What follows belongs to an exercise in optimizing a design on an open flow for small area, a short achievable clock period and few clock cycles; a production flow would make more cautious choices. Where RTL was checked, it was by simulation tests only, not by an equivalence proof against the original. No activity file was given, so power comes from the tool's default toggle rates.

==> run R <==
## kbd_scan_react
module kbd_scan_react (
    input  wire        clk,
    input  wire        rst,
    input  wire        cmd_valid,
    input  wire [7:0]  cmd,
    output wire        cmd_ready,
    output reg  [7:0]  row_n,
    input  wire [7:0]  col_n,
    input  wire [31:0] rnd_data,
    output reg         rnd_take,
    output wire [17:0] ev,
    output reg         led_valid,
    output reg  [23:0] led_data,
    output reg         draw_valid,
    output wire [1:0]  draw_sprite,
    output wire [2:0]  fault
);
export LEC_CHECK = 0
export CAP_MARGIN = 20
export CORE_MARGIN = 2
export CORE_UTILIZATION = 40
export PLACE_DENSITY = 0.6
export SLEW_MARGIN = 20
export SYNTH_HIERARCHICAL = 1
create_clock -name core_clock -period 14.0 [get_ports {clk}]
standard.sh (not shown) runs the stock make flow with config.mk's settings and CLKGATE_MAP_FILE= SYNTH_SCRIPT=/design/flow/synth_recipe.tcl, a recipe that flattens the netlist after the stock synthesis.
==> flow/flow/run.sh <==
#!/bin/bash
# Standard ORFS layout with the standard synthesis, unchanged.  Timing repair
# aims at a larger setup slack than the default so that the achieved period is
# short; the clock tree uses larger leaf clusters; ports get plain buffers.
set -euo pipefail
bash standard.sh SETUP_SLACK_MARGIN=10 CTS_CLUSTER_SIZE=24 CTS_CLUSTER_DIAMETER=70 \
    "BUFFER_PORTS_ARGS=-buffer_cell sky130_fd_sc_hd__buf_2" finish > standard.log 2>&1
==> run X (differences from run R) <==
--- a/flow/design.v
+++ b/flow/design.v
@@ -70,17 +70,17 @@
     reg [9:0]  a_p3;         
     reg        a_r0, a_r2;   
     reg [8:0]  a_fd;         
     reg        a_fl;         
     reg        a_ty;         
     reg [3:0]  a_d;          
     reg [1:0]  a_m3;         
     reg [1:0]  sprite;
-    reg [31:0] dd;
+    reg [31:0] dd;           
     reg x_ltf, x_lk, x_lm, x_dt, x_dk, x_lfin, x_lw;
     reg x_prev, x_prev2;     
     reg [3:0]  mnib;         
     reg [3:0]  macc;         
     reg [3:0]  mcnt;
     reg        mvalid;
     assign cmd_ready   = rdy;
     assign draw_sprite = sprite;
@@ -160,19 +160,17 @@
     wire [3:0] ms3   = ms1[3:0] + {3'd0, ms1[4]};
     wire is_L   = (mode == M_LIGHTNING);
     wire is_C   = (mode == M_CHASE);
     wire [6:0] k_last  = (mode == M_CHASE2) ? 7'd99 : 7'd9;
     wire       lt_fire = (lcnt == k_last);
     wire       scan_go = (ic >= 3'd3) && !in_pass;
     wire frame_x = x_ltf | x_lk | x_lm | x_lfin | x_lw;
     wire lf_ok   = !frame_x && !x_prev && !x_prev2;
-    localparam [31:0] DD_398 = 32'h213f36d5, DD_399 = 32'h427e6daa;
-    wire dd_hit = x_dk ? 1'b0 : x_dt ? (dd == DD_398) : (dd == DD_399);
-    wire dd_fb  = dd[31] ^ dd[21] ^ dd[1] ^ dd[0] ^ (dd[30:0] == 31'd0);
+    wire dd_hit = x_dk ? 1'b0 : x_dt ? (dd == 32'd398) : (dd == 32'd399);
     wire [1:0] spr_t = (sprite == 2'd1) ? 2'd2 : 2'd1;
     wire [3:0] t_lk  = mvalid ? S_KT0 : S_KW0;
     wire [3:0] t_db  = in_pass ? S_DBW : S_IDLE;
     wire [3:0] t_pop = pop_wait ? S_POP : (b_press && is_L) ? t_lk : S_IDLE;
     wire [3:0] t_lt  = (lt_fire && is_L) ? (mvalid ? S_LT0 : S_LW0) : S_IDLE;
     wire [3:0] t_lkc = is_L ? t_lk : S_IDLE;
     wire [3:0] t_lf  = lf_ok ? S_LF : S_LFW;
     wire       pop_press = !pop_wait && b_press;
@@ -430,17 +428,17 @@
                 if (fpend) begin
                     fws <= 1'b1; ft <= 8'd0; fpend <= 1'b0;
                 end else
                     ft <= ft + 8'd1;
             end
             if (x_dk)
                 dd <= 32'd0;
             else if (x_dt)
-                dd <= {dd[30:0], dd_fb};
+                dd <= dd + 32'd1;
             x_prev  <= frame_x;
             x_prev2 <= x_prev;
             st      <= st_d;
             rdy     <= rdy_d;
             rdy_ok  <= rdyok_d;
             f_ill   <= fill_d;
             f_proto <= fproto_d;
             pass    <= pass_d;
==> flow/flow/run.sh (replaced) <==
#!/bin/bash
# Standard ORFS layout (standard synthesis, unchanged). Timing repair aims at a
# larger setup slack than the default so that the achieved period is short;
# ports get plain buffers.
set -euo pipefail
bash standard.sh SETUP_SLACK_MARGIN=10 CTS_CLUSTER_SIZE=24 CTS_CLUSTER_DIAMETER=70 "BUFFER_PORTS_ARGS=-buffer_cell sky130_fd_sc_hd__buf_4" finish > standard.log 2>&1
==> run A (differences from run R) <==
--- a/flow/design.v
+++ b/flow/design.v
@@ -42,16 +42,20 @@
     reg [2:0]   phi;
     reg [63:0]  rs;          
     reg [255:0] rc;          
     reg [63:0]  rsn;         
     reg         lap0;        
     reg [3:0]   pass;        
     reg [7:0]   rhot;        
     reg [7:0]   pmask;       
+    reg         prv;
+    reg         bpre;        
+    reg [2:0]   prow;
+    reg [7:0]   evok;
     reg [7:0]   bvalid;
     reg [7:0]   bkind;
     reg [2:0]   brow;
     reg [7:0]   evrow;
     reg [7:0]   ev_r;        
     reg [59:0] lk;           
     reg [11:0] lt;           
     reg [1:0]  fk;           
@@ -70,17 +74,17 @@
     reg [9:0]  a_p3;         
     reg        a_r0, a_r2;   
     reg [8:0]  a_fd;         
     reg        a_fl;         
     reg        a_ty;         
     reg [3:0]  a_d;          
     reg [1:0]  a_m3;         
     reg [1:0]  sprite;
-    reg [31:0] dd;
+    reg [31:0] dd;           
     reg x_ltf, x_lk, x_lm, x_dt, x_dk, x_lfin, x_lw;
     reg x_prev, x_prev2;     
     reg [3:0]  mnib;         
     reg [3:0]  macc;         
     reg [3:0]  mcnt;
     reg        mvalid;
     assign cmd_ready   = rdy;
     assign draw_sprite = sprite;
@@ -109,49 +113,89 @@
     reg         u_hot;
     always @* begin
         u_hot = 1'b0;
         for (k = 0; k < 8; k = k + 1)
             u_hot = u_hot | ((u_sn[k] ^ u_s[k]) & (u_c[4*k +: 4] == 4'd13));
     end
     wire [7:0]  lowmask  = (8'd1 << phi) - 8'd1;
     wire        ld_now   = !in_pass && (bvalid == 8'd0) && evrow[phi] && ((evrow & lowmask) == 8'd0);
-    wire        q_any    = (bvalid != 8'd0) || (evrow != 8'd0);
+    wire        fcast    = prv && !in_pass;
+    wire [7:0]  rb       = fcast ? 8'd0 : bvalid;
+    wire        q_any    = (rb != 8'd0) || (evrow != 8'd0);
     wire [7:0]  bmask    = (8'd1 << brow) - 8'd1;
-    wire        pop_wait = (bvalid != 8'd0) ? ((pmask & bmask) != 8'd0) : ((pmask != 8'd0) || (evrow != 8'd0));
+    wire        pop_wait = (rb != 8'd0) ? ((pmask & bmask) != 8'd0) : ((pmask != 8'd0) || (evrow != 8'd0));
+    wire        fc_on    = !in_pass && (bvalid == 8'd0 || prv) && (evrow == 8'd0);
     reg [2:0] b_col;
     integer n;
     always @* begin
         b_col = 3'd0;
         for (n = 7; n >= 0; n = n - 1)
             if (bvalid[n]) b_col = n;
     end
     wire b_kind  = bkind[b_col];
-    wire b_press = (bvalid != 8'd0) && b_kind;
+    wire b_press = (rb != 8'd0) && b_kind;
     wire [2:0] sn_wp = sc_row - phi - 3'd1;
     wire       sample = (st == S_SCAN) && row_on;
     reg [7:0] bv_nx, evrow_nx, bkind_nx;
     reg [2:0] brow_nx;
     always @* begin
         bv_nx = bvalid; evrow_nx = evrow; bkind_nx = bkind; brow_nx = brow;
         if (in_pass) begin
-            if (u_fany) begin
+            if (u_fany && !(bpre && phi == prow)) begin
                 if ((bvalid == 8'd0 && evrow == 8'd0) || (bvalid != 8'd0 && phi < brow)) begin
                     if (bvalid != 8'd0) evrow_nx[brow] = 1'b1;
                     brow_nx = phi; bv_nx = u_fire; bkind_nx = u_sn;
                 end else
                     evrow_nx[phi] = 1'b1;
             end
         end else if (ld_now) begin
             brow_nx = phi; bv_nx = u_pend; bkind_nx = u_s;
             evrow_nx[phi] = 1'b0;
+        end else if (fc_on) begin
+            if (u_fany && (!prv || phi <= brow)) begin
+                brow_nx = phi; bv_nx = u_fire; bkind_nx = u_sn;
+            end else if (prv && phi == brow)
+                bv_nx = 8'd0;
         end
+        if (sample && fc_on && brow_nx == sc_row)
+            bv_nx = 8'd0;
     end
-    wire [7:0] bv_pop = bvalid & ~(8'd1 << b_col);
-    wire [7:0] ev_pop = (bvalid == 8'd0) ? 8'd0 : {1'b1, b_kind, brow, b_col};
+    reg prv_nx, bpre_nx;
+    always @* begin
+        prv_nx = prv && !in_pass; bpre_nx = bpre;
+        if (in_pass) begin
+            if (pass == 4'd1)
+                bpre_nx = 1'b0;
+        end else if (fc_on) begin
+            if (u_fany && (!prv || phi <= brow)) begin
+                prv_nx = 1'b1; bpre_nx = 1'b1;
+            end else if (prv && phi == brow)
+                prv_nx = 1'b0;
+        end
+        if (sample && fc_on && brow_nx == sc_row)
+            prv_nx = 1'b0;
+        if (!in_pass && !prv_nx && bpre && (prv || fc_on))
+            bpre_nx = 1'b0;
+    end
+    reg [7:0] evok_nx;
+    always @* begin
+        evok_nx = evok;
+        if (in_pass)
+            evok_nx = 8'd0;
+        else begin
+            if (prv && !prv_nx) evok_nx = evok & bmask;
+            if (fc_on && (!prv || phi <= brow)) evok_nx[phi] = 1'b1;
+            if (sample) evok_nx[sc_row] = 1'b0;
+        end
+    end
+    wire [7:0] bmask_nx = (8'd1 << brow_nx) - 8'd1;
+    wire [7:0] pm_load  = rhot & ~(evok_nx & (prv_nx ? (bmask_nx | (8'd1 << brow_nx)) : 8'hFF));
+    wire [7:0] bv_pop = (rb == 8'd0) ? bv_nx : bvalid & ~(8'd1 << b_col);
+    wire [7:0] ev_pop = (rb == 8'd0) ? 8'd0 : {1'b1, b_kind, brow, b_col};
     wire [3:0] m15   = (macc == 4'd15) ? 4'd0 : macc;
     wire [2:0] m5    = (m15 >= 4'd10) ? m15 - 4'd10 : (m15 >= 4'd5) ? m15 - 4'd5 : m15;
     wire [1:0] m3    = (m15 >= 4'd12) ? m15 - 4'd12 : (m15 >= 4'd9) ? m15 - 4'd9 :
                        (m15 >= 4'd6) ? m15 - 4'd6 : (m15 >= 4'd3) ? m15 - 4'd3 : m15;
     wire       r_trig = (mnib[1:0] == 2'd0) && (m5 == 3'd0);
     wire [1:0] m43   = (mnib[1:0] == 2'd3) ? 2'd0 : mnib[1:0];
     wire [2:0] jt    = {1'b0, m3} + 3'd3 - {1'b0, m43};
     wire [1:0] jq    = (jt >= 3'd3) ? jt[1:0] - 2'd3 : jt[1:0];
@@ -160,19 +204,17 @@
     wire [3:0] ms3   = ms1[3:0] + {3'd0, ms1[4]};
     wire is_L   = (mode == M_LIGHTNING);
     wire is_C   = (mode == M_CHASE);
     wire [6:0] k_last  = (mode == M_CHASE2) ? 7'd99 : 7'd9;
     wire       lt_fire = (lcnt == k_last);
     wire       scan_go = (ic >= 3'd3) && !in_pass;
     wire frame_x = x_ltf | x_lk | x_lm | x_lfin | x_lw;
     wire lf_ok   = !frame_x && !x_prev && !x_prev2;
-    localparam [31:0] DD_398 = 32'h213f36d5, DD_399 = 32'h427e6daa;
-    wire dd_hit = x_dk ? 1'b0 : x_dt ? (dd == DD_398) : (dd == DD_399);
-    wire dd_fb  = dd[31] ^ dd[21] ^ dd[1] ^ dd[0] ^ (dd[30:0] == 31'd0);
+    wire dd_hit = x_dk ? 1'b0 : x_dt ? (dd == 32'd398) : (dd == 32'd399);
     wire [1:0] spr_t = (sprite == 2'd1) ? 2'd2 : 2'd1;
     wire [3:0] t_lk  = mvalid ? S_KT0 : S_KW0;
     wire [3:0] t_db  = in_pass ? S_DBW : S_IDLE;
     wire [3:0] t_pop = pop_wait ? S_POP : (b_press && is_L) ? t_lk : S_IDLE;
     wire [3:0] t_lt  = (lt_fire && is_L) ? (mvalid ? S_LT0 : S_LW0) : S_IDLE;
     wire [3:0] t_lkc = is_L ? t_lk : S_IDLE;
     wire [3:0] t_lf  = lf_ok ? S_LF : S_LFW;
     wire       pop_press = !pop_wait && b_press;
@@ -283,18 +325,18 @@
         .xlk_nx(pop_s && b_press && is_C), .dk_pop(pop_press), .xdk_nx(pop_s && b_press),
         .spr_t(spr_t), .spr_nx((pop_s && b_press) ? spr_t : sprite), .dd_hit(dd_hit),
         .dv_nx(pop_s && b_press),
         .take_nx(take_nx), .take_lt(lt_fire && is_L && mvalid), .take_lk(is_L && mvalid),
         .take_pop(pop_press && is_L && mvalid),
         .pop_ok(!pop_wait), .ev_pop(ev_pop), .ev_nx(pop_s ? ev_pop : ev_r),
         .bv_pop(bv_pop), .bv_nx(pop_s ? bv_pop : bv_nx),
         .scrow_nx(scrow_nx), .rown_nx(rown_nx), .rowon_nx(rowon_nx), .scan_go(scan_go),
-        .rhot(rhot),
-        .pmask_nx((st == S_DBW && !in_pass && !q_any) ? rhot :
+        .rhot(pm_load),
+        .pmask_nx((st == S_DBW && !in_pass && !q_any) ? pm_load :
                   in_pass ? (pmask & ~(8'd1 << phi)) : pmask),
         .lf_ok(lf_ok), .rsel_nx(rsel_nx), .ledv_nx((st == S_LF) || (st == S_LFW && lf_ok)),
         .step_nx(a_step), .s_a(s_a), .z_a(z_a),
         .st_d(st_d), .rdy_d(rdy_d), .rdyok_d(rdyok_d), .fill_d(fill_d), .fproto_d(fproto_d),
         .pass_d(pass_d), .lcnt_d(lcnt_d), .mode_d(mode_d), .xltf_d(xltf_d), .xlk_d(xlk_d),
         .xlm_d(xlm_d), .xdt_d(xdt_d), .xdk_d(xdk_d), .spr_d(spr_d), .dv_d(dv_d), .take_d(take_d),
         .ev_d(ev_d), .bv_d(bv_d), .scrow_d(scrow_d), .rown_d(rown_d), .rowon_d(rowon_d),
         .rsel_d(rsel_d), .pmask_d(pmask_d), .ledv_d(ledv_d), .n_a(n_a));
@@ -356,30 +398,32 @@
     end
     always @(posedge clk) begin
         led_data <= {c_g, c_r, c_b};
         p0r  <= a0_p;
         {a_p3, a_r0, a_r2, a_fd, a_ty, a_d, a_m3} <= n_a;
         a_fl <= (fk == 2'd1);
         lt   <= lt_n;
         bkind <= bkind_nx;
+        if (fc_on) prow <= brow_nx;
         brow  <= brow_nx;
         if (jsel_ld) jsel <= r_j;
         if (lb_ld)   lb   <= rnd_data[0];
         if (ldim_ld) ldim <= c_dim;
         rs  <= {in_pass ? u_s2 : u_s, rs[63:8]};
         rc  <= {in_pass ? u_c2 : u_c, rc[255:32]};
         rsn <= {u_sn, rsn[63:8]};
         if (sample)
             rsn[8*sn_wp +: 8] <= ~col_n;
         if (rst) begin
             st <= S_IDLE; rdy <= 1'b1; rdy_ok <= 1'b1;
             f_proto <= 1'b0; f_ill <= 1'b0;
             sc_row <= 3'd0; row_on <= 1'b0; ic <= 3'd0; row_n <= 8'hFF;
             phi <= 3'd0; lap0 <= 1'b1; pass <= 4'd0; rhot <= 8'd0; pmask <= 8'd0;
+            prv <= 1'b0; bpre <= 1'b0; evok <= 8'd0;
             bvalid <= 8'd0; evrow <= 8'd0; ev_r <= 8'd0;
             lk <= {12{5'd31}}; fk <= 2'd1; fws <= 1'b0; ft <= 8'd255; fpend <= 1'b0;
             lcnt <= 7'd0; cidx <= 4'd0; cph <= 8'd255; mode <= M_RAINBOW;
             rsel <= 4'd1;
             sprite <= 2'd0; dd <= 32'd0;
             x_ltf <= 1'b0; x_lk <= 1'b0; x_lm <= 1'b0;
             x_dt <= 1'b0; x_dk <= 1'b0; x_lfin <= 1'b0; x_lw <= 1'b0; x_prev <= 1'b0; x_prev2 <= 1'b0;
             rnd_take <= 1'b0; led_valid <= 1'b0; draw_valid <= 1'b0;
@@ -409,16 +453,19 @@
             end
             ic <= row_on ? 3'd0 : (ic[2] ? 3'd4 : ic + 3'd1);
             phi   <= phi + 3'd1;
             if (phi == 3'd7) lap0 <= 1'b0;
             evrow <= evrow_nx;
             if (in_pass)
                 rhot[phi] <= u_hot;
             pmask <= pmask_d;
+            prv   <= prv_nx;
+            bpre  <= bpre_nx;
+            evok  <= evok_nx;
             lk <= lk_n;
             if (x_lm) begin
                 if (mode == M_RAINBOW)
                     fpend <= 1'b1;
                 else begin
                     fk <= mode; cidx <= 4'd0; cph <= 8'd255;
                 end
             end else if (chase_upd | x_lk) begin
@@ -430,17 +477,17 @@
                 if (fpend) begin
                     fws <= 1'b1; ft <= 8'd0; fpend <= 1'b0;
                 end else
                     ft <= ft + 8'd1;
             end
             if (x_dk)
                 dd <= 32'd0;
             else if (x_dt)
-                dd <= {dd[30:0], dd_fb};
+                dd <= dd + 32'd1;
             x_prev  <= frame_x;
             x_prev2 <= x_prev;
             st      <= st_d;
             rdy     <= rdy_d;
             rdy_ok  <= rdyok_d;
             f_ill   <= fill_d;
             f_proto <= fproto_d;
             pass    <= pass_d;
==> run notes <==
quantity	run A	run X	run R
Area of all sequential standard cells	14700 um^2	14400 um^2	14400 um^2
Last element of the critical path	pmask[5]	pmask[4]	ev_r[4]
Area overhead of the layout relative to synthesis	12.7%	11.5%	10.4%
Effective utilization at floorplan	40.5%	40.3%	40.5%
Logic depth of the worst setup path including buffers	7	6	8
Number of buffers added by the clock tree synthesis step	44	46	45
FFs & Latches	714	701	701
Launch point of the worst path	cmd[6]	cmd[3]	cmd_valid
Run status	timing/DRC/antenna clean	timing/DRC/antenna clean	timing/DRC/antenna clean
Signal inverters	132	151	149
Fraction of the cycle the final worst path needs	29.0%	28.4%	28.6%
Total power consumption of the routed design	4.64 mW	3.74 mW	3.81 mW
Multiplexer fraction of the synthesized cell area	6.31%	6.39%	7.25%
Maximum number of pins on one net before global-route repair	83	81	78
Sw frac	31.8%	25.2%	25.8%
Met1 Use GR	24.7%	23.6%	23.6%
Cell Pwr Density	128 nW/um^2	108 nW/um^2	112 nW/um^2
Top-area cell type share of the netlist area	42.5%	43.0%	43.4%
Detailed Route Iter0 Violations	1506	1491	1288
Overall track demand over capacity in global routing	18.3%	17.8%	17.0%
Power consumed by the clock network	1.37 mW	1.44 mW	1.40 mW
Post-CTS Resized	92	38	22
Share of final layout cell area taken by non-clock buffers	3.69%	2.99%	2.27%
Crit-path max FO	5	7	8
Die Ht	287 um	283 um	282 um
Per-instance average area after synthesis	9.49 um^2	9.60 um^2	9.61 um^2
Testbench counts of run X, summed over its fixed seeds: cycles 1,040,346.
The RTL of run R and run A was laid out without a check of its function.

[separate check: timing with driven ports]
How much do the figures lean on ideal ports? The routed layouts below were timed once more, with nothing changed but the port constraints.
Step 1 sets driving cells, clkbuf_16 on the clock port and buf_2 on the other inputs (assumed; they add their load-dependent delay and slew).
Step 2 also shifts input and output timing later by t, the mid clock arrival at the registers, as if the neighbouring blocks saw the same clock.
Three values: ideal ports, drivers, drivers and shift; two values: the first two.
| run | t, ns | setup slack, ns | clock arrival spread, ns | slew at the worst register clock pin (ns) | worst data-port slew with drivers (ns) |
|---|---|---|---|---|---|
| run R | 0.678 | 9.992 / 9.987 / 9.326 | 0.059 / 0.059 | 0.10 / 0.10 | 0.06 |
| run X | 0.663 | 10.025 / 9.979 / 9.321 | 0.040 / 0.041 | 0.09 / 0.09 | 0.13 |
| run A | 0.653 | 9.942 / 9.928 / 9.276 | 0.046 / 0.047 | 0.09 / 0.09 | 0.18 |
After both steps every run listed still meets setup and hold. For run X, which loses most, drivers alone change the setup slack by -0.046 ns; drivers and shift together by -0.704 ns.
